What follows belongs to an exercise in optimizing a design on an open flow for small area; a production flow would make more cautious choices.
Function was checked by simulation only, so behaviour that the tests miss may differ from the original.
No activity file was given, so power comes from the tool's default toggle rates.

// tcomp
module tcomp (
    input  wire        clk,
    input  wire        rst,         
    input  wire        in_valid,
    output wire        in_ready,
    input  wire [19:0] raw,
    input  wire [15:0] t1,          
    input  wire [15:0] t2,          
    input  wire [7:0]  t3,          
    output reg         out_valid,
    output wire [15:0] temp,
    output wire        temp_ovf
);
    localparam [6:0] C_ACC = 7'd98;
    reg [6:0]  cnt;
    reg        sb;                  
    reg [16:0] A;
    reg [7:0]  B;
    reg [19:0] S;
    reg        d1, d2;              
    reg [1:0]  c5;                  
    assign in_ready = (cnt == C_ACC);
    wire   accept   = in_valid & in_ready;
    genvar gi;
    wire [15:0] hs;
    wire [16:0] hc;
    assign hc[0] = 1'b1;
    generate for (gi = 0; gi < 16; gi = gi + 1) begin : g_h
        wire tn = ~t1[gi];
        assign hs[gi]   = raw[gi+4] ^ tn ^ hc[gi];
        assign hc[gi+1] = (raw[gi+4] & tn) | (raw[gi+4] & hc[gi]) | (tn & hc[gi]);
    end endgenerate
    wire [16:0] h  = {~hc[16], hs};
    wire [17:0] v1 = {h, raw[3]};
    wire [31:0] W  = {14'd0, v1};
    wire [4:0]  widx = cnt[4:0] + 5'd2;
    wire flush   = (cnt < 7'd32);
    wire act     = (cnt >= 7'd32) & (cnt <= 7'd94);
    wire selT    = (cnt >= 7'd63);
    wire inv     = (cnt == 7'd48) | (cnt == 7'd80);
    wire m3first = (cnt == 7'd63);
    wire [17:0] X  = selT ? {{2{t2[15]}}, t2} : {h[16], h};
    wire        sg = sb & act;
    wire [17:0] pp = sg ? (X ^ {18{inv}}) : 18'd0;
    wire        cin = ((cnt == 7'd48) & sg) | ((cnt >= 7'd74) & S[0]);
    wire [17:0] aa  = {A[16], A[16:1], A[0] & ~m3first};
    wire [17:0] sum;
    wire [18:0] ca;
    assign ca[0] = cin;
    generate for (gi = 0; gi < 18; gi = gi + 1) begin : g_fa
        assign sum[gi]  = aa[gi] ^ pp[gi] ^ ca[gi];
        assign ca[gi+1] = (aa[gi] & pp[gi]) | (aa[gi] & ca[gi]) | (pp[gi] & ca[gi]);
    end endgenerate
    wire        e   = sum[0];
  ...
For scale: roughly 310 cells after synthesis, ~58 flip-flops, about 0.0034 mm² of cells after synthesis.
clock: 20.0 ns
lec_check: 0
cap_margin: 20
core_margin: 2
core_utilization: 55
slew_margin: 20
run.sh (not shown) runs the stock make flow with config.mk's settings and CLKGATE_MAP_FILE= SYNTH_SCRIPT=/design/flow/synth_recipe.tcl, a recipe that flattens the netlist after the stock synthesis.
The first run ran to the end with no violations.
==> next run, changes <==
==> flow/flow/run.sh (new file) <==
#!/bin/bash
# The standard layout, with port buffers of the smallest buffer and a
# lighter clock tree (no dummy loads); all tool output goes to flow.log.
set -uo pipefail
bash standard.sh \
  'BUFFER_PORTS_ARGS=-buffer_cell sky130_fd_sc_hd__buf_1' \
  'CTS_ARGS=-sink_clustering_enable -repair_clock_nets -dont_use_dummy_load -buf_list sky130_fd_sc_hd__clkbuf_16 -root_buf sky130_fd_sc_hd__clkbuf_16 -sink_clustering_size 64 -sink_clustering_max_diameter 500' \
  RECOVER_POWER=100 \
  finish > flow.log 2>&1
==> flow/standard.sh (new file) <==
#!/bin/bash
# synth_recipe.tcl (not shown) runs the flow's synth.tcl, then flattens the netlist and writes it again
# the make line also repeats each setting of config.mk as NAME=value (left out here)
make -C /OpenROAD-flow-scripts/flow DESIGN_CONFIG=/design/flow/config.mk WORK_HOME=/design/flow/orfs CLKGATE_MAP_FILE= SYNTH_SCRIPT=/design/flow/synth_recipe.tcl "${@:-finish}"
removed: flow/run.sh
=>
- setup slack is better by 0.29 ns
- fmax rises by 2.4%
- sequential cell count does not change
- synthesized cell count stays the same
- clock skew increases by 0.0093 ns
- power grows by 4.5%
- clock power climbs by about 20%
==> next run, changes <==
==> flow/flow/run.sh (replaced) <==
#!/bin/bash
# The standard layout, with port buffers of the smallest buffer and a
# lighter clock tree (no dummy loads); all tool output goes to flow.log.
set -uo pipefail
bash standard.sh \
  'BUFFER_PORTS_ARGS=-buffer_cell sky130_fd_sc_hd__buf_1' \
  'CTS_ARGS=-sink_clustering_enable -repair_clock_nets -dont_use_dummy_load -buf_list sky130_fd_sc_hd__clkbuf_4 -sink_clustering_size 30 -sink_clustering_max_diameter 60' \
  RECOVER_POWER=100 \
  finish > flow.log 2>&1
The new run finished with timing, DRC and antenna clean.
Total power went down by a quarter to a third.
Sequential share of layout area rises by 1.3 points.
Utilization decreases by 2.6 points.
Via count drops slightly.
Final cell count stays the same.
Synthesized area stays the same.
Setup slack gains 0.064 ns.
Final area went down by a few percent.

static timing again, ports no longer ideal:
No port has a modelled driver above. Below, the same layouts with a new extraction and two added sets of constraints.
Step 1, drivers: a clkbuf_16 drives clk and a buf_2 each remaining input, both assumed.
Step 2 also shifts input and output timing later by t, the mid clock arrival at the registers, as if the neighbouring blocks saw the same clock.
a / b / c = no drivers / after step 1 / after step 2; a / b = the first two.
run | t, ns | setup slack, ns | worst hold slack (ns) | cell pins on the clock port's net
the first run | 0.364 | 7.781 / 7.781 / 7.417 | 0.337 / 0.337 / 0.337 | 1
the second run | 0.345 | 8.073 / 8.082 / 7.737 | 0.333 / 0.333 / 0.333 | 1
the third run | 0.404 | 8.136 / 8.141 / 7.736 | 0.317 / 0.317 / 0.317 | 1
After both steps every run listed still meets setup and hold. The setup slack of the third run, which loses most, moves by +0.005 ns with the drivers and by -0.400 ns with both steps.
